From an optimization exercise on the open Yosys and OpenROAD flow, aimed at a short achievable clock period and few clock cycles; shortcuts taken in it are not production practice. The RTL was checked by simulation tests, not by an equivalence proof against the original design. In every run shown here, the design's own scripts or RTL, not TritonCTS, make the clock network. The clock port is modelled as an ideal driver, which makes a skipped or thinned clock tree look cheaper than it is; a real chip needs a root buffer or a tree. No activity file was given, so power comes from the tool's default toggle rates.

$ cat flow/flow/run.sh
#!/bin/bash
# The standard layout, with the clock tree built by flow/cts_pre.tcl.
# make's output goes to flow_make.log; each ORFS step logs under orfs/logs.
set -euo pipefail
bash standard.sh PRE_CTS_TCL="$PWD/flow/cts_pre.tcl" finish > flow_make.log 2>&1
$ cat flow/standard.sh
#!/bin/bash
# synth_recipe.tcl (not shown) runs the flow's synth.tcl, then flattens the netlist and writes it again
# the make line also repeats each setting of config.mk as NAME=value (left out here)
make -C /OpenROAD-flow-scripts/flow DESIGN_CONFIG=/design/flow/config.mk WORK_HOME=/design/flow/orfs CLKGATE_MAP_FILE= SYNTH_SCRIPT=/design/flow/synth_recipe.tcl "${@:-finish}"
$ cat flow/flow/tree.tcl
# Build a balanced clock tree by recursive bisection.
# Levels: leaf clusters of <= LEAF sinks; then groups of <= FAN buffers per level
# until <= TOPFAN remain, which the clock port's net drives (optionally via a root buffer).
proc ct_center {it} {
  set inst [$it getInst]
  set bb [$inst getBBox]
  return [list [expr {([$bb xMin]+[$bb xMax])/2}] [expr {([$bb yMin]+[$bb yMax])/2}]]
}
# items: list of {x y payload}; returns list of clusters (lists of items)
proc ct_bisect {items maxn {maxd 0}} {
  set n [llength $items]
  if {$n <= 1} { return [list $items] }
  set xs [lmap i $items {lindex $i 0}]; set ys [lmap i $items {lindex $i 1}]
  set dx [expr {[tcl::mathfunc::max {*}$xs] - [tcl::mathfunc::min {*}$xs]}]
  set dy [expr {[tcl::mathfunc::max {*}$ys] - [tcl::mathfunc::min {*}$ys]}]
  # small enough: few items, and (if maxd is set) a small half-perimeter
  if {$n <= $maxn && ($maxd <= 0 || $dx + $dy <= $maxd)} { return [list $items] }
  # split along the wider extent
  set k [expr {$dx >= $dy ? 0 : 1}]
  set s [lsort -integer -index $k $items]
  # split so both halves hold about the same number of final clusters
  set nc [expr {int(ceil(double($n)/$maxn))}]
  set lc [expr {$nc/2}]
  set cut [expr {int(round(double($n)*$lc/$nc))}]
  if {$cut < 1} { set cut 1 }
  return [concat [ct_bisect [lrange $s 0 [expr {$cut-1}]] $maxn $maxd] [ct_bisect [lrange $s $cut end] $maxn $maxd]]
}
proc ct_make_level {block master clusters prefix} {
  # each cluster: items {x y iterm}; make a buffer at the centroid driving them
  set out {}
  set i 0
  foreach cl $clusters {
    set sx 0; set sy 0
    foreach it $cl { set sx [expr {$sx + [lindex $it 0]}]; set sy [expr {$sy + [lindex $it 1]}] }
    set cx [expr {int($sx / [llength $cl])}]; set cy [expr {int($sy / [llength $cl])}]
    set name "${prefix}_$i"
    set inst [odb::dbInst_create $block $master $name]
    set w [[$inst getMaster] getWidth]; set h [[$inst getMaster] getHeight]
    $inst setLocation [expr {$cx - $w/2}] [expr {$cy - $h/2}]
    $inst setPlacementStatus PLACED
    set net [odb::dbNet_create $block "${name}_net"]
    $net setSigType CLOCK
    [$inst findITerm X] connect $net
    foreach it $cl { [lindex $it 2] disconnect; [lindex $it 2] connect $net }
    lappend out [list $cx $cy [$inst findITerm A]]
    incr i
  }
  return $out
}
# leaf: flip-flops per leaf buffer; levels: buffer levels above the
# leaves; topfan: buffers the clock port drives; fans: fanouts of the
# lowest levels above the leaves. The top level's fanout is chosen so that
# it has at most topfan buffers.
proc build_clock_tree {leaf levels topfan {fans {}} {leafd 0}} {
  set block [ord::get_db_block]
  set master [[ord::get_db] findMaster sky130_fd_sc_hd__clkbuf_16]
  set clk [$block findNet clk]
  set items {}
  foreach it [$clk getITerms] { lappend items [concat [ct_center $it] [list $it]] }
  puts "CT sinks: [llength $items]"
  set cur [ct_make_level $block $master [ct_bisect $items $leaf [expr {$leafd * 1000}]] "ctb_L0"]
  puts "CT level 0: [llength $cur] buffers"
  for {set lvl 1} {$lvl <= $levels} {incr lvl} {
    set r [expr {$levels - $lvl + 1}]
    if {$r == 1} {
      # the top level: at most topfan buffers
      set fan [expr {int(ceil(double([llength $cur]) / $topfan))}]
    } elseif {$lvl <= [llength $fans]} {
      set fan [lindex $fans [expr {$lvl - 1}]]
    } else {
      set fan [expr {int(ceil(pow(double([llength $cur]) / $topfan, 1.0 / $r) - 1e-9))}]
    }
    if {$fan < 2} { set fan 2 }
    set cur [ct_make_level $block $master [ct_bisect $cur $fan] "ctb_L$lvl"]
    puts "CT level $lvl: [llength $cur] buffers (fanout $fan)"
  }
  if {[llength $cur] > $topfan} { error "clock tree top has [llength $cur] buffers" }
  # the port net drives the top level
  foreach it $cur { [lindex $it 2] connect $clk }
  return $levels
}

# Give each port's buffer a fixed drive strength, and move each
# flip-flop that drives only that buffer next to it.
proc pull_output_flops {bufcell} {
  set block [ord::get_db_block]
  set moved 0
  set sized 0
  foreach bt [$block getBTerms] {
    if {[$bt getIoType] == "INPUT"} {
      # the input port's buffer: the port net's only load
      set net [$bt getNet]
      if {[$net getSigType] == "CLOCK" || [$bt getName] == "clk"} continue
      set its [$net getITerms]
      if {[llength $its] != 1} continue
      set ib [[lindex $its 0] getInst]
      if {[[$ib getMaster] isSequential]} continue
      if {[[[lindex $its 0] getMTerm] getName] != "A"} continue
      replace_cell [$ib getName] $bufcell
      incr sized
      continue
    }
    if {[$bt getIoType] != "OUTPUT"} continue
    set net [$bt getNet]
    set buf ""
    foreach it [$net getITerms] { if {[$it isOutputSignal]} { set buf [$it getInst] } }
    if {$buf == ""} continue
    set a [$buf findITerm A]
    if {$a == "NULL"} continue
    replace_cell [$buf getName] $bufcell
    incr sized
    set qnet [$a getNet]
    if {[llength [$qnet getITerms]] != 2} continue
    set fl ""
    foreach it [$qnet getITerms] { if {[$it isOutputSignal]} { set fl [$it getInst] } }
    if {$fl == "" || ![[$fl getMaster] isSequential]} continue
    set bb [$buf getBBox]
    $fl setLocation [$bb xMin] [$bb yMin]
    $fl setPlacementStatus PLACED
    incr moved
  }
  puts "resized $sized port buffers, pulled $moved flip-flops to output buffers"
}
$ cat flow/flow/cts_pre.tcl
# Sourced by ORFS's CTS step before clock_tree_synthesis (PRE_CTS_TCL).
# 1. Each port's buffer gets a fixed drive strength (buf_4), and a
#    flip-flop that drives only an output port's buffer is moved next to
#    it (the detailed placement after CTS legalizes it).
source [file join [file dirname [info script]] tree.tcl]
rename clock_tree_synthesis ct_triton_cts
proc clock_tree_synthesis {args} {
  puts "custom clock tree in place of: clock_tree_synthesis $args"
  pull_output_flops sky130_fd_sc_hd__buf_4
  build_clock_tree 24 3 4 {8 6}
  set_propagated_clock [all_clocks]
}
$ cat flow/config.mk
export PLATFORM = sky130hd
export DESIGN_NAME = wfb_core
export DESIGN_NICKNAME = wfb_core
export VERILOG_FILES = /design/flow/design.v
export SDC_FILE = /design/flow/constraint.sdc
export NUM_CORES = 4
export LEC_CHECK = 0
export CAP_MARGIN = 20
export CORE_MARGIN = 2
export CORE_UTILIZATION = 60
export SETUP_SLACK_MARGIN = 3.3
export SLEW_MARGIN = 20
$ cat flow/constraint.sdc
create_clock -name core_clock -period 6.0 [get_ports {clk}]
set_input_delay 1.2000 -clock core_clock [delete_from_list [all_inputs] [get_ports {clk}]]
set_output_delay 1.2000 -clock core_clock [all_outputs]
set_load 0.01 [all_outputs]
$ cat flow/design.v
module wfb_thresh (
    input  wire [63:0] v,        
    input  wire [3:0]  k,
    input  wire [15:0] m,        
    output wire [31:0] beat
);
    wire [15:0] on;
    genvar p;
    generate
        for (p = 0; p < 16; p = p + 1) begin : g_p
            assign on[p] = m[p] && (v[4*p+3:4*p] > k);
        end
    endgenerate
    wire [7:0] g0 = {1'b0, on[3],  1'b0, on[2],  1'b0, on[1],  1'b0, on[0]};
    wire [7:0] g1 = {1'b0, on[7],  1'b0, on[6],  1'b0, on[5],  1'b0, on[4]};
    wire [7:0] g2 = {1'b0, on[11], 1'b0, on[10], 1'b0, on[9],  1'b0, on[8]};
    wire [7:0] g3 = {1'b0, on[15], 1'b0, on[14], 1'b0, on[13], 1'b0, on[12]};
    assign beat = {g1, g0, g3, g2};
endmodule
module wfb_fill (
    input  wire [15:0] m,
    input  wire [7:0]  fb,
    output wire [31:0] beat
);
    wire [31:0] lm;
    genvar p;
    generate
        for (p = 0; p < 16; p = p + 1) begin : g_p
            assign lm[2*p+1:2*p] = {2{m[p]}};
        end
    endgenerate
    wire [31:0] f = {4{fb}} & lm;
    assign beat = {f[15:8], f[7:0], f[31:24], f[23:16]};
endmodule
module wfb_core (
    input  wire         clk,
    input  wire         rst,
    input  wire         cmd_valid,
    input  wire [127:0] cmd_data,
    output wire         cmd_ready,
    output reg  [2:0]   err,
    output reg          mem_req,
    output reg  [31:0]  mem_addr,
    input  wire         mem_gnt,
    input  wire         mem_rvalid,
    input  wire [15:0]  mem_rdata,
    output reg          ev_valid,
    input  wire         ev_ready,
    output reg  [2:0]   ev_op,
    output reg  [31:0]  ev_data
);
    localparam MIN_PULSE   = 16'd10;
    localparam DISSIPATION = 32'd12000;
    localparam DARK_TIME   = 16'd40;
    localparam CLEAR_TIME  = 16'd80;
    localparam EV_FSTART = 3'd0;
    localparam EV_FEND   = 3'd1;
    localparam EV_BUFWR  = 3'd2;
    localparam EV_SWITCH = 3'd3;
    localparam EV_COMMIT = 3'd4;
    localparam EV_FAST   = 3'd5;
    localparam EV_DWELL  = 3'd6;
    localparam ERR_NONE     = 3'd0;
    localparam ERR_BITDEPTH = 3'd1;
    localparam ERR_RECT     = 3'd3;
    localparam ERR_OPCODE   = 3'd4;
    localparam ERR_FRAME    = 3'd5;
    localparam OP_LUT   = 8'h01;
    localparam OP_IMAGE = 8'h02;
    localparam OP_SOLID = 8'h03;
    localparam OP_CLEAR = 8'h04;
    localparam C_IDLE = 2'd0;
    localparam C_CHK  = 2'd1;
    localparam C_GO   = 2'd2;
    localparam C_RUN  = 2'd3;
    localparam P_OFF   = 4'd0;
    localparam P_FS    = 4'd1;
    localparam P_IMG   = 4'd2;
    localparam P_NUL   = 4'd3;
    localparam P_SW1   = 4'd4;
    localparam P_FIL1  = 4'd5;
    localparam P_SW2   = 4'd6;
    localparam P_FIL2  = 4'd7;
    localparam P_COM   = 4'd8;
    localparam P_SCOM  = 4'd9;
    localparam P_DWL   = 4'd10;
    localparam P_FST   = 4'd11;
    localparam P_FLU   = 4'd12;
    localparam P_FE    = 4'd13;
    localparam P_DRAIN = 4'd14;
    reg [1:0]   cst;
    reg         rdy;
    reg [127:0] desc;
    assign cmd_ready = rdy;
    reg [8:0]  pr_xe;
    reg [6:0]  pr_ye;
    reg        pr_xhz, pr_yhz;
    reg        pr_z_lut, pr_z_b, pr_z_addr, pr_z_clr;
    always @(posedge clk)
        if (cst == C_IDLE) begin
            desc      <= cmd_data;
            pr_xe     <= {1'b0, cmd_data[39:32]} + {1'b0, cmd_data[71:64]};
            pr_ye     <= {1'b0, cmd_data[53:48]} + {1'b0, cmd_data[85:80]};
            pr_xhz    <= (cmd_data[47:40] == 8'd0) && (cmd_data[79:72] == 8'd0);
            pr_yhz    <= (cmd_data[63:54] == 10'd0) && (cmd_data[95:86] == 10'd0);
            pr_z_lut  <= (cmd_data[127:32] == 96'd0);
            pr_z_b    <= (cmd_data[31:16] == 16'd0);
            pr_z_addr <= (cmd_data[127:96] == 32'd0);
            pr_z_clr  <= (cmd_data[31:8] == 24'd0);
        end
    wire [7:0]  d_op   = desc[7:0];
    wire [7:0]  d_a    = desc[15:8];
    wire [15:0] d_b    = desc[31:16];
    wire [15:0] d_x    = desc[47:32];
    wire [15:0] d_y    = desc[63:48];
    wire [15:0] d_w    = desc[79:64];
    wire [15:0] d_h    = desc[95:80];
    wire [31:0] d_addr = desc[127:96];
    wire [8:0] x_end = pr_xe;
    wire [6:0] y_end = pr_ye;
    wire is_lut   = (d_op == OP_LUT);
    wire is_image = (d_op == OP_IMAGE);
    wire is_solid = (d_op == OP_SOLID);
    wire is_clear = (d_op == OP_CLEAR);
    wire bd_ok    = (d_a == 8'd2) || (d_a == 8'd4);
    wire rect_ok  = pr_xhz && (x_end <= 9'd128) && pr_yhz && (y_end <= 7'd32);
    wire frame_ok = (d_a == 8'd4) ? (d_b < 16'd15) : (d_b < 16'd3);
    reg legal;
    always @(*) begin
        case (d_op)
            OP_LUT:   legal = pr_z_lut;
            OP_IMAGE: legal = pr_z_b;
            OP_SOLID: legal = pr_z_addr;
            OP_CLEAR: legal = pr_z_clr && pr_z_addr;
            default:  legal = 1'b0;
        endcase
    end
    reg c_legal, c_bd_ok, c_rect_ok, c_frame_ok, c_lut, c_img;
    always @(posedge clk) begin
        if (cst == C_CHK) begin
            c_legal    <= legal;
            c_bd_ok    <= bd_ok;
            c_rect_ok  <= rect_ok;
            c_frame_ok <= frame_ok;
            c_lut      <= is_lut;
            c_img      <= is_image;
        end
    end
    reg [2:0] q_err;
    always @(*) begin
        if (!c_legal)
            q_err = ERR_OPCODE;
        else if ((c_lut || c_img) && !c_bd_ok)
            q_err = ERR_BITDEPTH;
        else if (c_lut && !c_frame_ok)
            q_err = ERR_FRAME;
        else if (!c_lut && !c_rect_ok)
            q_err = ERR_RECT;
        else
            q_err = ERR_NONE;
    end
    wire q_stop = (q_err != ERR_NONE) || c_lut;    
    reg        p_img, p_clr, p_bd4;
    reg [5:0]  p_ylo, p_yend, p_h;
    reg [7:0]  p_xlo, p_xend;
    reg        p_wnz, p_hnz;
    reg [4:0]  p_wlo, p_whi;
    reg [11:0] p_off;
    reg [4:0]  p_lastf;
    reg [7:0]  p_a;
    reg [15:0] p_b;
    reg        p_in0, p_first0;
    reg [11:0] p_rot;
    reg [31:0] p_base;
    reg [31:0] p_start;           
    reg [31:0] tsel;              
    reg [15:0] seg_on;            
    wire [6:0] xm1 = x_end[6:0] - 7'd1;
    wire [4:0] wlo_c = (d_a == 8'd4) ? d_x[6:2] : {1'b0, d_x[6:3]};
    wire [4:0] whi_c = (d_a == 8'd4) ? xm1[6:2] : {1'b0, xm1[6:3]};
    integer ti;
    always @(posedge clk) begin
        if (cst == C_CHK) begin
            p_img   <= is_image;
            p_clr   <= is_clear;
            p_bd4   <= (d_a == 8'd4);
            p_ylo   <= d_y[5:0];
            p_yend  <= y_end[5:0];
            p_h     <= d_h[5:0];
            p_xlo   <= d_x[7:0];
            p_xend  <= x_end[7:0];
            p_wnz   <= (d_w != 16'd0);
            p_hnz   <= (d_h != 16'd0);
            p_wlo   <= wlo_c;
            p_whi   <= whi_c;
            p_off   <= ((d_a == 8'd4) ? {d_y[5:0], 6'd0} : {1'b0, d_y[5:0], 5'd0})
                       + {6'd0, wlo_c, 1'b0};
            p_lastf <= is_image ? ((d_a == 8'd4) ? 5'd14 : 5'd2) :
                       is_clear ? 5'd17 : 5'd0;
            p_a     <= d_a;
            p_b     <= d_b;
            p_in0   <= (d_y == 16'd0) && (d_h != 16'd0);
            p_first0 <= (d_y == 16'd0);
            p_rot   <= (d_a == 8'd4) ? ({d_h[5:0], 7'd0} - {2'd0, d_h[5:0], 4'd0})
                                     : {2'd0, d_h[5:0], 4'd0};
            p_base  <= d_addr;
            for (ti = 0; ti < 32; ti = ti + 1)
                tsel[ti] <= (d_h[5:0] == ti + 1);
            for (ti = 0; ti < 16; ti = ti + 1)
                seg_on[ti] <= (d_h[5:0] > 2 * ti);
        end
    end
    function [15:0] contrast;
        input       bd4;
        input [4:0] k;
        begin
            if (bd4) begin
                case (k[3:0])
                    4'd0:  contrast = 16'd3;
                    4'd1:  contrast = 16'd3;
                    4'd2:  contrast = 16'd2;
                    4'd3:  contrast = 16'd2;
                    4'd4:  contrast = 16'd3;
                    4'd5:  contrast = 16'd3;
                    4'd6:  contrast = 16'd3;
                    4'd7:  contrast = 16'd4;
                    4'd8:  contrast = 16'd4;
                    4'd9:  contrast = 16'd5;
                    4'd10: contrast = 16'd5;
                    4'd11: contrast = 16'd5;
                    4'd12: contrast = 16'd10;
                    4'd13: contrast = 16'd20;
                    default: contrast = 16'd30;
                endcase
            end else begin
                case (k[1:0])
                    2'd0:    contrast = 16'd8;
                    2'd1:    contrast = 16'd10;
                    default: contrast = 16'd100;
                endcase
            end
        end
    endfunction
    function [23:0] frame_cfg;
        input [4:0] f;
        begin
            if (p_img)
                frame_cfg = {8'h00, contrast(p_bd4, f)};
            else if (p_clr)
                frame_cfg = {((f < 5'd3) || (f >= 5'd6 && f < 5'd9) ||
                              (f >= 5'd12 && f < 5'd15)) ? 8'h55 : 8'hAA,
                             (f < 5'd3) ? DARK_TIME : CLEAR_TIME};
            else
                frame_cfg = {p_a, p_b};
        end
    endfunction
    reg [3:0]  pst;
    reg [4:0]  frame;
    reg [5:0]  nr;                
    reg        f_in, f_first, f_flush;    
    reg [1:0]  sk;                
    reg [2:0]  pb;                
    reg [15:0] dur;
    reg [7:0]  fillb;
    wire [1023:0] bf;             
    reg [15:0] bwp;               
    reg [3:0]  brp;
    reg [4:0]  bcnt;
    reg        sh, sh_rot;
    reg [15:0] sh_seg;            
    reg [63:0] asm_reg;
    wire [16383:0] chain;
    reg  [63:0] bhead;            
    wire [63:0] bin   = sh_rot ? chain[63:0] : asm_reg;
    reg  v_i;
    wire adv = !v_i || ev_ready;
    reg  bhv;                     
    wire can = (pst != P_OFF) && (pst != P_DRAIN) &&
               ((pst != P_IMG) || bhv);
    wire go  = adv && can;
    wire pop = go && (pst == P_IMG);
    reg [127:0] smask;
    wire [15:0] pmask = smask[15:0];
    wire        beat_go = go && ((pst == P_IMG) || (pst == P_NUL) ||
                                 (pst == P_FIL1) || (pst == P_FIL2));
    integer si;
    always @(posedge clk) begin
        if (cst == C_GO) begin
            for (si = 0; si < 128; si = si + 1)
                smask[si] <= ({1'b0, si[6:0]} >= p_xlo) && ({1'b0, si[6:0]} < p_xend);
        end else if (beat_go) begin
            smask <= {smask[15:0], smask[127:16]};
        end
    end
    wire [31:0] img_beat;
    wfb_thresh u_thr (.v(bhead), .k(frame[3:0]), .m(pmask), .beat(img_beat));
    wire [31:0] fill_beat;
    wfb_fill u_fill (.m(pmask), .fb(fillb), .beat(fill_beat));
    reg [2:0]  n_op;
    reg [31:0] n_data;
    always @(*) begin
        n_op   = EV_FSTART;
        n_data = 32'd0;
        case (pst)
            P_FE:   n_op = EV_FEND;
            P_IMG:  begin n_op = EV_BUFWR; n_data = img_beat; end
            P_NUL:  n_op = EV_BUFWR;
            P_FIL1, P_FIL2: begin n_op = EV_BUFWR; n_data = fill_beat; end
            P_SW1, P_SW2: n_op = EV_SWITCH;
            P_COM, P_FLU: begin n_op = EV_COMMIT; n_data = {16'd0, dur}; end
            P_SCOM: begin n_op = EV_COMMIT; n_data = {16'd0, MIN_PULSE}; end
            P_FST:  n_op = EV_FAST;
            P_DWL:  begin n_op = EV_DWELL; n_data = DISSIPATION; end
            default: ;
        endcase
    end
    function [3:0] row_state;
        input [1:0] s;
        begin
            if (f_flush)      row_state = P_FLU;
            else if (!f_in)   row_state = (s < 2'd2) ? P_NUL : P_FST;
            else if (p_img)   row_state = P_IMG;
            else if (f_first) row_state = P_SW1;
            else              row_state = P_COM;
        end
    endfunction
    wire [5:0] nr1 = nr + 6'd1;
    wire [1:0] sk_inc = (sk == 2'd2) ? 2'd2 : sk + 2'd1;
    wire [23:0] cfg_next = frame_cfg(frame + 5'd1);
    wire [23:0] cfg_0    = frame_cfg(5'd0);
    reg start;                    
    reg [2:0]  hold_op;
    reg [31:0] hold_data;
    always @(posedge clk) begin
        if (go) begin
            hold_op   <= n_op;
            hold_data <= n_data;
        end
        ev_op   <= adv ? n_op   : hold_op;
        ev_data <= adv ? n_data : hold_data;
    end
    always @(posedge clk) begin
        start <= 1'b0;
        if (rst) begin
            cst      <= C_IDLE;
            rdy      <= 1'b1;
            err      <= ERR_NONE;
            pst      <= P_OFF;
            ev_valid <= 1'b0;
            v_i      <= 1'b0;
        end else begin
            case (cst)
                C_IDLE: if (cmd_valid) begin
                    rdy <= 1'b0;
                    cst <= C_CHK;
                end
                C_CHK: cst <= C_GO;
                C_GO: begin
                    if (q_stop) begin
                        err <= q_err;
                        rdy <= 1'b1;
                        cst <= C_IDLE;
                    end else begin
                        err     <= ERR_NONE;
                        cst     <= C_RUN;
                        pst     <= P_FS;
                        frame   <= 5'd0;
                        nr      <= 6'd0;
                        f_in    <= p_in0;
                        f_first <= p_first0;
                        f_flush <= 1'b0;
                        {fillb, dur} <= cfg_0;
                        start   <= 1'b1;
                    end
                end
                default: ;
            endcase
            if (adv)
                v_i <= can;
            ev_valid <= can || (ev_valid && !ev_ready);
            if (pst == P_DRAIN && adv) begin
                pst <= P_OFF;
                cst <= C_IDLE;
                rdy <= 1'b1;
            end
            if (go) begin
                case (pst)
                    P_FS: begin
                        sk  <= 2'd0;
                        pb  <= 3'd0;
                        pst <= row_state(2'd0);
                        nr  <= nr1;
                        f_in    <= (nr1 >= p_ylo) && (nr1 < p_yend);
                        f_first <= (nr1 == p_ylo);
                        f_flush <= (nr1 == 6'd32);
                    end
                    P_IMG, P_NUL, P_FIL1, P_FIL2: begin
                        pb <= pb + 3'd1;
                        if (pb == 3'd7)
                            pst <= (pst == P_IMG)  ? P_COM :
                                   (pst == P_NUL)  ? P_SCOM :
                                   (pst == P_FIL1) ? P_SW2 : P_COM;
                    end
                    P_SW1: pst <= P_FIL1;
                    P_SW2: pst <= P_FIL2;
                    P_SCOM: pst <= P_DWL;
                    P_COM, P_DWL, P_FST: begin
                        sk  <= (pst == P_COM) ? 2'd0 : sk_inc;
                        pb  <= 3'd0;
                        pst <= row_state((pst == P_COM) ? 2'd0 : sk_inc);
                        nr  <= nr1;
                        f_in    <= (nr1 >= p_ylo) && (nr1 < p_yend);
                        f_first <= (nr1 == p_ylo);
                        f_flush <= (nr1 == 6'd32);
                    end
                    P_FLU: pst <= P_FE;
                    P_FE: begin
                        if (frame != p_lastf) begin
                            pst     <= P_FS;
                            frame   <= frame + 5'd1;
                            nr      <= 6'd0;
                            f_in    <= p_in0;
                            f_first <= p_first0;
                            f_flush <= 1'b0;
                            {fillb, dur} <= cfg_next;
                        end else begin
                            pst <= P_DRAIN;
                        end
                    end
                    default: ;
                endcase
            end
        end
    end
    reg [31:0] it_addr;           
    reg [31:0] row_first;
    reg [4:0]  f_w;
    reg [5:0]  f_rows;
    reg [3:0]  pending;
    wire       wpop;              
    wire [31:0] pitch    = p_bd4 ? 32'd64 : 32'd32;
    wire        f_eol    = (f_w == p_whi);
    wire        f_last   = f_eol && (f_rows == 6'd1);
    reg         req_i;
    wire        fire     = req_i && mem_gnt;
    wire        credit   = (pending < 4'd8);
    wire        raise    = credit && ((!req_i && f_rows != 6'd0) ||
                                      (fire && !f_last));
    always @(posedge clk) begin
        if (rst) begin
            mem_req <= 1'b0;
            req_i   <= 1'b0;
            f_rows  <= 6'd0;
            pending <= 4'd0;
        end else begin
            pending <= pending + {3'd0, raise} - {3'd0, wpop};
            if (start) begin
                it_addr   <= p_start;
                row_first <= p_start;
                f_w       <= p_wlo;
                f_rows    <= (p_img && p_wnz) ? p_h : 6'd0;
            end else if (fire) begin
                if (f_eol) begin
                    it_addr   <= row_first + pitch;
                    row_first <= row_first + pitch;
                    f_w       <= p_wlo;
                    f_rows    <= f_rows - 6'd1;
                end else begin
                    it_addr  <= it_addr + 32'd2;
                    f_w      <= f_w + 5'd1;
                end
            end
            if (!req_i || fire)
                req_i <= raise;
            mem_req <= raise || (mem_req && !mem_gnt);
        end
    end
    always @(posedge clk)
        mem_addr <= fire ? (f_eol ? row_first + pitch : it_addr + 32'd2) : it_addr;
    reg [15:0] wf [0:7];
    reg [2:0]  wwp, wrp;
    reg [3:0]  wcnt;
    always @(posedge clk) begin
        if (mem_rvalid)
            wf[wwp] <= mem_rdata;
    end
    always @(posedge clk) begin
        if (rst) begin
            wwp  <= 3'd0;
            wrp  <= 3'd0;
            wcnt <= 4'd0;
        end else begin
            if (mem_rvalid) wwp <= wwp + 3'd1;
            if (wpop)       wrp <= wrp + 3'd1;
            wcnt <= wcnt + {3'd0, mem_rvalid} - {3'd0, wpop};
        end
    end
    wire [15:0] whead = wf[wrp];
    reg        src_fill, src_rot;
    reg [5:0]  a_rows;
    reg [2:0]  a_b;
    reg [63:0] stg;
    reg [11:0] rot_cnt;
    reg [2:0]  bn [0:7];
    reg [1:0]  bs [0:7];
    reg [2:0]  rem;               
    reg [1:0]  slot;              
    reg [31:0] wmask;
    reg        start2;
    function [4:0] beat_words;       
        input [3:0] m;
        begin
            beat_words[4:2] = {2'b00, m[0]} + {2'b00, m[1]} + {2'b00, m[2]} + {2'b00, m[3]};
            beat_words[1:0] = m[0] ? 2'd0 : m[1] ? 2'd1 : m[2] ? 2'd2 : 2'd3;
        end
    endfunction
    wire       room  = (bcnt < 5'd15) || ((bcnt == 5'd15) && !sh);
    wire       take  = src_fill && (rem != 3'd0) && (wcnt != 4'd0);
    wire       done_b = src_fill && room && ((rem == 3'd0) || (take && rem == 3'd1));
    wire       rot_go = src_rot && room && (rot_cnt != 12'd0);
    assign wpop = take;
    always @(posedge clk)
        if (cst == C_GO) p_start <= p_base + {20'd0, p_off};
    integer bi;
    always @(posedge clk) begin
        for (bi = 0; bi < 32; bi = bi + 1)
            if (cst == C_GO)
                wmask[bi] <= p_wnz && (bi[5:0] >= {1'b0, p_wlo}) && (bi[5:0] <= {1'b0, p_whi});
        if (start) begin
            for (bi = 0; bi < 8; bi = bi + 1)
                {bn[bi], bs[bi]} <= beat_words(p_bd4 ? wmask[4*bi +: 4] : {2'b00, wmask[2*bi +: 2]});
        end else if (done_b) begin
            for (bi = 0; bi < 8; bi = bi + 1) begin
                bn[bi] <= bn[(bi + 1) % 8];
                bs[bi] <= bs[(bi + 1) % 8];
            end
        end
    end
    reg [63:0] mstg;
    always @(*) begin
        mstg = stg;
        if (take) begin
            case (slot)
                2'd0: mstg[15:0]  = whead;
                2'd1: mstg[31:16] = whead;
                2'd2: mstg[47:32] = whead;
                default: mstg[63:48] = whead;
            endcase
        end
    end
    reg [63:0] abeat;
    integer pi;
    always @(*) begin
        for (pi = 0; pi < 16; pi = pi + 1) begin
            if (p_bd4)
                abeat[4*pi +: 4] = mstg[4*pi +: 4];
            else
                abeat[4*pi +: 4] = {2'b00, mstg[2*pi +: 2]};
        end
    end
    always @(posedge clk) begin
        if (take) stg <= mstg;
        if (done_b) asm_reg <= abeat;
    end
    always @(posedge clk) begin
        if (rst) begin
            src_fill <= 1'b0;
            src_rot  <= 1'b0;
            start2   <= 1'b0;
            sh       <= 1'b0;
            sh_seg   <= 16'd0;
            sh_rot   <= 1'b0;
        end else begin
            sh     <= done_b || rot_go;
            sh_seg <= {16{done_b || rot_go}} & seg_on;
            sh_rot <= rot_go;
            start2 <= start;
            if (start2) begin
                src_fill <= p_img && p_hnz;
                src_rot  <= 1'b0;
                a_rows   <= p_h;
                a_b      <= 3'd0;
                rem      <= bn[0];
                slot     <= bs[0];
                rot_cnt  <= p_rot;
            end else begin
                if (take) begin
                    rem  <= rem - 3'd1;
                    slot <= slot + 2'd1;
                end
                if (done_b) begin
                    rem  <= bn[1];
                    slot <= bs[1];
                    a_b  <= a_b + 3'd1;
                    if (a_b == 3'd7) begin
                        a_rows <= a_rows - 6'd1;
                        if (a_rows == 6'd1) begin
                            src_fill <= 1'b0;
                            src_rot  <= 1'b1;
                        end
                    end
                end
                if (rot_go) begin
                    rot_cnt <= rot_cnt - 12'd1;
                    if (rot_cnt == 12'd1)
                        src_rot <= 1'b0;
                end
            end
        end
    end
    wire [16383:0] chain_nxt;
    genvar ci;
    generate
        for (ci = 0; ci < 256; ci = ci + 1) begin : g_ch
            if (ci == 255) begin : g_last
                assign chain_nxt[64*ci +: 64] = bin;
            end else if (ci % 8 == 7) begin : g_row
                assign chain_nxt[64*ci +: 64] = tsel[ci / 8] ? bin : chain[64*(ci+1) +: 64];
            end else begin : g_mid
                assign chain_nxt[64*ci +: 64] = chain[64*(ci+1) +: 64];
            end
        end
    endgenerate
    genvar sgi;
    generate
        for (sgi = 0; sgi < 16; sgi = sgi + 1) begin : g_seg
            reg [1023:0] q;
            always @(posedge clk)
                if (sh_seg[sgi]) q <= chain_nxt[1024*sgi +: 1024];
            assign chain[1024*sgi +: 1024] = q;
        end
    endgenerate
    wire       bh_valid = bhv;
    wire [3:0] brp1     = brp + 4'd1;
    always @(posedge clk) begin
        if (!bh_valid || pop)
            bhead <= (bcnt >= 5'd2) ? bf[64*brp1 +: 64] : bin;
    end
    genvar bfi;
    generate
        for (bfi = 0; bfi < 16; bfi = bfi + 1) begin : g_bf
            reg [63:0] e;
            always @(posedge clk)
                if (sh && bwp[bfi]) e <= bin;
            assign bf[64*bfi +: 64] = e;
        end
    endgenerate
    always @(posedge clk) begin
        if (rst) begin
            bwp  <= 16'd1;
            brp  <= 4'd0;
            bcnt <= 5'd0;
            bhv  <= 1'b0;
        end else begin
            if (sh)  bwp <= {bwp[14:0], bwp[15]};
            if (pop) brp <= brp + 4'd1;
            case ({sh, pop})
                2'b10:   bcnt <= bcnt + 5'd1;
                2'b01:   bcnt <= bcnt - 5'd1;
                default: bcnt <= bcnt;
            endcase
            bhv <= sh || (bhv && !(pop && bcnt == 5'd1));
        end
    end
endmodule
==> impl_metrics.ini, run 1 <==
[run_status]
status = finished clean

[route]
drc = 0
drtPass1Iterations = 6
drt-total-wl_um = 1050000
avgRoutedWirePerCell_um = 25.4
via_per_inst = 5.79
drt_iter0_markers = 27100
drtAntennaViolNets = 0
num_vias = 239000

[setup_path]
cp-start-kind = flip-flop
cp_data_required_time_ns = 6.69
crit_path_start = p_bd4
worstSetupEndpointType = flip-flop
arrival_ns = 3.61
path_max_fanout = 4
reg2reg_from = p_bd4
worstSetupPathType = reg -> reg

[sta]
hold-worst-slack_ns = 0.328
clock_skew_ns = 0.144
post-route-period-util_pct = 48.7
slew_violations = 0
finalSetupViolations = 0
setup_tns_ns = 0
rsz0062_at_grt = true
maxSlewHeadroom_pct = 21.0
fmax_mhz = 342
period_minus_slack_ns = 2.92
finalHoldViolations = 0
tightest_slew_ns = 1.18

[placed_design]
gp_congestion = 0.803
io_buffers = 222
dp_hpwl_um = 571000

[logic_synthesis]
yosysTopAreaCell = edfxtp_1
yosysTopAreaCellShare_pct = 91.6
synth_seq_cells = 18600
yosys-top-cells-count = 18500 x edfxtp_1, 2308 x nor2_1, 2232 x a21oi_1
async_reset_ff_share_pct = 0
synthXorXnorAreaFrac_pct = 0.171
syn_area_mm2 = 0.605
yosys.area_share.simple_pct = 2.22
syn_inst = 26900
synth_top_family_by_area = compound AO/OA/AOI/OAI gates
syn_area_per_cell_um2 = 22.5
syn_nets = 27300
synth-main-ff-cell = edfxtp_1
synthAdderAreaFrac_pct = 0.433
yosysMostFrequentCell = edfxtp_1
synth.area.top_cells = edfxtp_1 92%, a21oi_1 1.8%, nor2_1 1.4%
synth_edf_count = 18500
yosys_warnings = 3
seq_area_frac_synth_pct = 92.1
synth.distinct_cells = 87
synth-compound-area-share_pct = 2.64
synthMuxAreaShare_pct = 1.72

[floorplanning]
die_height_um = 1010
rows = 368
die-width_um = 1010
pin_count = 223
coreArea_mm2 = 1.00
die_area_mm2 = 1.02
initial_core_util_pct = 60.2

[flow_run]
drv_cap = 0

[global_routing]
grt_antenna_before_repair = 47
grt_start_max_net_pins = 208
grt-ovfl-total = 0
grt_pass1_vias = 230000
grt_usage_pct = 20.1
grt_first_pass_wirelength_um = 1530000

[layout]
area.growth.synth_to_final_pct = 8.17
fin_nets = 28200
largest_reg_flops = 16400
reg_top3 = g_seg.q: 16384 flops, g_bf.e: 1024 flops
regMostFlops = g_seg.q
layout-drive-gt1-share_pct = 9.91

[power_and_ir_drop]
ir_drop_uv = 366
power.density_mw_per_mm2 = 323
leakagePower_nw = 202
power_mw = 211

[cts]
insertion_delay_ns = 0.99
clk_pin_slew_ns = 0.10

[worst_hold_path]
hold_path_startpoint = g_seg[11].q[194]
hp-class = reg -> reg
-- critical path, cell delays in order, from the launching register on --
cell and delay [ns]:
edfxtp_1 0.48, clkinv_4 0.10, buf_8 0.15, buf_6 0.12
fa_2 0.44, nand2b_4 0.18, nor4_4 0.16, buf_6 0.17
nor2b_4 0.16, xnor2_2 0.14, a21oi_2 0.08, o22a_1 0.21
mux2_4 0.27
-- layout by cell type, fill, tap and decap left out, types with 44 or more instances in the layout --
| cell type | count |
|---|---|
| ha_1 | 165 |
| clkbuf_16 | 913 |
| inv_1 | 270 |
| nor4_1 | 55 |
| xnor2_1 | 60 |
| o22ai_1 | 59 |
| edfxtp_1 | 18500 |
| dfxtp_2 | 55 |
| nand4_1 | 44 |
| mux2i_4 | 72 |
| o2bb2ai_1 | 100 |
| nor3_1 | 60 |
| and2_1 | 57 |
| buf_6 | 97 |
| buf_4 | 621 |
| nor2_1 | 2296 |
| nand3_1 | 80 |
| dfxtp_1 | 72 |
| nand2_1 | 372 |
| mux2_2 | 104 |
| mux4_2 | 352 |
| o21ai_0 | 290 |
| buf_12 | 195 |
| a21oi_1 | 2204 |
-- report_power, final --
group	leakage [nW]	internal (mW)	total (mW)	switching, mW
registers	167	142	142	0.659
clock network	11.0	26.8	62.7	35.9
logic	23.5	2.15	6.34	4.19
-- logic make-up after synthesis --
| logic type | count (synthesis) |
|---|---|
| other cells | 1 |
| flops | 18600 |
| xor+xnor | 118 |
| fa+ha+maj | 201 |
| buf+inv | 1210 |
| compound gates | 2946 |
| simple gates | 3238 |
| mux | 587 |
-- metal layers --
metal,share of wire [%],up-vias,GRT usage [%],wire length (um)
met4,2.2,10,3.57,23000
met2,46,4863,30.8,486000
met3,5.1,1273,2.28,53600
met1,46,126000,32.4,485000
met5,0.0064,-,0,67
li1,-,106000,-,-
-- cell type report --
type                            instances  area (um^2)
Timing Repair Buffer                  977        11200
Sequential cell                     18600       557000
Inverter                              284         1110
Multi-Input combinational cell       7109        45900
Antenna cell                           20         50.0
Tap cell                            13300        16700
Buffer                                894        22400
Fill cell                           65300       350000
-- metrics by stage --
step | utilization (%) | cells | setup WS (ns) | instance area (um^2)
finish | 65.2 | 41200 | 3.08 | 655000
global route | 65.1 | 41200 | 3.00 | 655000
CTS | 65.0 | 41100 | 3.00 | 653000
detailed placement | 62.5 | 40100 | 1.76 | 628000
global placement | 62.5 | 40100 | 1.75 | 628000
floorplan | - | 26900 | -1.74 | 605000
-- final timing paths --
kind,slack [ns],depth (start not counted),end
max,3.08,12,it_addr[21]
min reg2reg,0.33,0,g_seg[11].q[130]
min,0.33,0,g_seg[11].q[130]
max reg2reg,3.08,12,it_addr[21]
-- timing repair --
action                                   CTS  global route
hold buffers                               0             0
endpoints found under the setup margin  3267          1253
gates resized for setup                  332           178
pin swaps                                 60            63
setup buffers                            114            55
cloned                                    27            28
Testbench counts, summed over its fixed seeds: cycles 54,450.
==> run 2, diff against run 1 <==
--- a/flow/flow/cts_pre.tcl
+++ b/flow/flow/cts_pre.tcl
@@ -9,3 +9,3 @@
   pull_output_flops sky130_fd_sc_hd__buf_4
-  build_clock_tree 24 3 4 {8 6}
+  build_clock_tree 24 3 4 {8 6} 90
   set_propagated_clock [all_clocks]
==> run 2 against run 1 <==
- still clean on timing, DRC and antenna
- sequential share of layout area is 0.54 points lower
- design area is 0.63% higher
- fmax grew 0.83%
- hold slack improved by 0.0022 ns
- global-route usage is essentially flat
- setup slack better by 0.024 ns
- total power grew 3.0%
- area after synthesis unchanged
- highest routed layer unchanged
==> impl_metrics.ini, run 2 <==
[run_status]
status = finished clean

[setup_path]
crit_slowest_cell = edfxtp_1
path_max_fanout = 4
cp-endpoint = it_addr[21]
r2r_slack_ns = 3.10
cp-start-kind = flip-flop
arrival_ns = 3.48
r2r.worst_path.cells = 12
cp_top_family = adder cells
reg2reg_from = p_bd4
crit_chain = inv_4, ha_4, inv_2, fa_2, nand2b_4, nor4_4, buf_6, nor2b_4, xnor2_2, a21oi_2, o22a_1, mux2_4
cp_data_required_time_ns = 6.59
max_stage_delay_ns = 0.48
reg2reg_to = it_addr[21]
worstSetupPathType = reg -> reg
crit_path_start = p_bd4
worstSetupEndpointType = flip-flop
cp_num_cells = 12
cp.buffers_inverters = 3

[route]
drc = 0
drtPass1Iterations = 5
num_vias = 239000
drtAntennaViolNets = 0
drt_iter0_markers = 27000
drt-total-wl_um = 1050000
avgRoutedWirePerCell_um = 25.3
via_per_inst = 5.78

[global_routing]
grt_usage_pct = 20.1
grt-ovfl-total = 0
grt_start_max_net_pins = 208
grt_antenna_before_repair = 44
grt_first_pass_wirelength_um = 1540000
grt_pass1_vias = 232000

[placed_design]
dp_hpwl_um = 571000
placed_area_mm2 = 0.628
io_buffers = 222
gp_congestion = 0.803

[power_and_ir_drop]
power.density_mw_per_mm2 = 331
leakagePower_nw = 204
power_mw = 218
ir_drop_uv = 366

[floorplanning]
die_area_mm2 = 1.02
pin_count = 223
die_height_um = 1010
coreArea_mm2 = 1.00
rows = 368
die-width_um = 1010
initial_core_util_pct = 60.2

[logic_synthesis]
yosysTopAreaCellShare_pct = 91.6
synth_seq_cells = 18600
synthXorXnorAreaFrac_pct = 0.171
async_reset_ff_share_pct = 0
synth_edf_count = 18500
synth.distinct_cells = 87
yosys_warnings = 3
synth-compound-area-share_pct = 2.64
synth_top_family_by_area = compound AO/OA/AOI/OAI gates
yosys.area_share.simple_pct = 2.22
syn_area_per_cell_um2 = 22.5
synth-main-ff-cell = edfxtp_1
seq_area_frac_synth_pct = 92.1
syn_area_mm2 = 0.605
syn_nets = 27300
yosys-top-cells-count = 18500 x edfxtp_1, 2308 x nor2_1, 2232 x a21oi_1
syn_inst = 26900
synthAdderAreaFrac_pct = 0.433
synth.area.top_cells = edfxtp_1 92%, a21oi_1 1.8%, nor2_1 1.4%
synthMuxAreaShare_pct = 1.72
yosysMostFrequentCell = edfxtp_1
yosysTopAreaCell = edfxtp_1

[sta]
fmax_mhz = 345
clock_skew_ns = 0.132
post-route-period-util_pct = 48.3
slew_violations = 0
rsz0062_at_grt = true
finalHoldViolations = 0
finalSetupViolations = 0
tightest_slew_ns = 1.25
maxSlewHeadroom_pct = 16.7
period_minus_slack_ns = 2.90
setup_tns_ns = 0

[layout]
fin_nets = 28400
largest_reg_flops = 16400
regMostFlops = g_seg.q
layout-drive-gt1-share_pct = 10.3
layout_commonest_cell = edfxtp_1
reg_top3 = g_seg.q: 16384 flops, g_bf.e: 1024 flops
most-common-layout-cells = 18500 x edfxtp_1, 2295 x nor2_1, 2210 x a21oi_1
area.growth.synth_to_final_pct = 8.85
stdcell_area_mm2 = 0.659

[flow_run]
drv_cap = 0

[cts]
clk_pin_slew_ns = 0.08
cts_hold_buf = 0
insertion_delay_ns = 0.96

[worst_hold_path]
hp-class = reg -> reg
-- run 2: cell families (layout without fill, tap and decap cells) --
family | Yosys count | after routing
adder cells (fa/ha/maj) | 201 | 201
XOR/XNOR | 118 | 118
other | 1 | 8
AO/OA/AOI/OAI | 2946 | 2947
multiplexers | 587 | 587
flip-flops | 18600 | 18600
AND/OR/NAND/NOR | 3238 | 3242
buffers and inverters | 1210 | 2348
-- run 2: cell type report --
| class | count | area, um^2 |
|---|---|---|
| flip-flops and latches | 18600 | 557000 |
| fillers | 65100 | 346000 |
| multi-input cells | 7096 | 45700 |
| plain buffers | 1086 | 27200 |
| well taps | 13300 | 16700 |
| repair buffers | 978 | 10800 |
| inverters | 284 | 1130 |
| diodes | 7 | 17.5 |
-- run 2: layer usage --
| layer | track usage, % | vias to the layer above | wire (um) |
|---|---|---|---|
| li1 | - | 106000 | - |
| met1 | 32.3 | 127000 | 487000 |
| met2 | 30.8 | 4925 | 485000 |
| met3 | 2.36 | 1310 | 52400 |
| met4 | 3.80 | 6 | 22400 |
| met5 | 0 | - | 44 |
-- run 2: timing repair --
| action | CTS | global route |
|---|---|---|
| buffers inserted | 116 | 67 |
| gates cloned | 14 | 15 |
| gates resized for setup | 232 | 143 |
| pin swaps | 57 | 65 |
| endpoints found under the setup margin | 3042 | 574 |
-- run 2: stage by stage --
step	worst slack, ns	util (%)	hold WS (ns)	cells
after floorplan	-1.74	-	0.400	26900
after global placement	1.75	62.5	0.400	40100
after detailed placement	1.76	62.5	0.405	40100
after CTS	3.00	65.4	0.318	41300
after global routing	3.05	65.6	0.318	41400
final	3.10	65.6	0.330	41400
-- run 2: where the power goes --
| part | switching [mW] | total [mW] | internal [mW] |
|---|---|---|---|
| Clock | 37.1 | 69.2 | 32.1 |
| Combinational | 4.18 | 6.27 | 2.09 |
| Sequential | 0.644 | 142 | 142 |
-- run 2: worst min-delay path by stage --
stage	to	start	cells past startpoint	slack (ns)
floorplan	g_seg[0].q[0]	g_seg[0].q[64]	0	0.40
global placement	g_seg[10].q[770]	g_seg[10].q[834]	0	0.40
detailed placement	g_seg[0].q[126]	g_seg[0].q[190]	0	0.40
CTS	p_base[6]	desc[102]	0	0.32
global route	p_base[6]	desc[102]	0	0.32
finish	p_base[6]	desc[102]	0	0.33

## re-timing with driven ports
Ports are ideal in the flow. The routed layouts listed here were re-timed in OpenROAD. Step 1 (the two cells are an assumption about what drives the block):
set clk [get_ports {clk}]
set_driving_cell -lib_cell sky130_fd_sc_hd__clkbuf_16 $clk
set_driving_cell -lib_cell sky130_fd_sc_hd__buf_2 [delete_from_list [all_inputs] $clk]
Step 2 times the ports against the registers' clock, not the clock port: input delays grow and output delays shrink by t, the midpoint of the rising clock arrivals with the driver on. a / b / c = ideal ports / drivers / drivers and shift; a / b = the first two.
| run | t (ns) | setup slack, ns | worst setup path after step 2 | latest minus earliest clock arrival (ns) |
|---|---|---|---|---|
| run 1 | 1.240 | 3.080 / 3.013 / 2.640 | input to register | 0.184 / 0.183 |
| run 2 | 1.216 | 3.104 / 3.049 / 2.731 | input to register | 0.145 / 0.146 |
After both steps setup and hold are still met in every run listed. For run 1, which loses most, drivers alone change the setup slack by -0.067 ns; drivers and shift together by -0.440 ns.
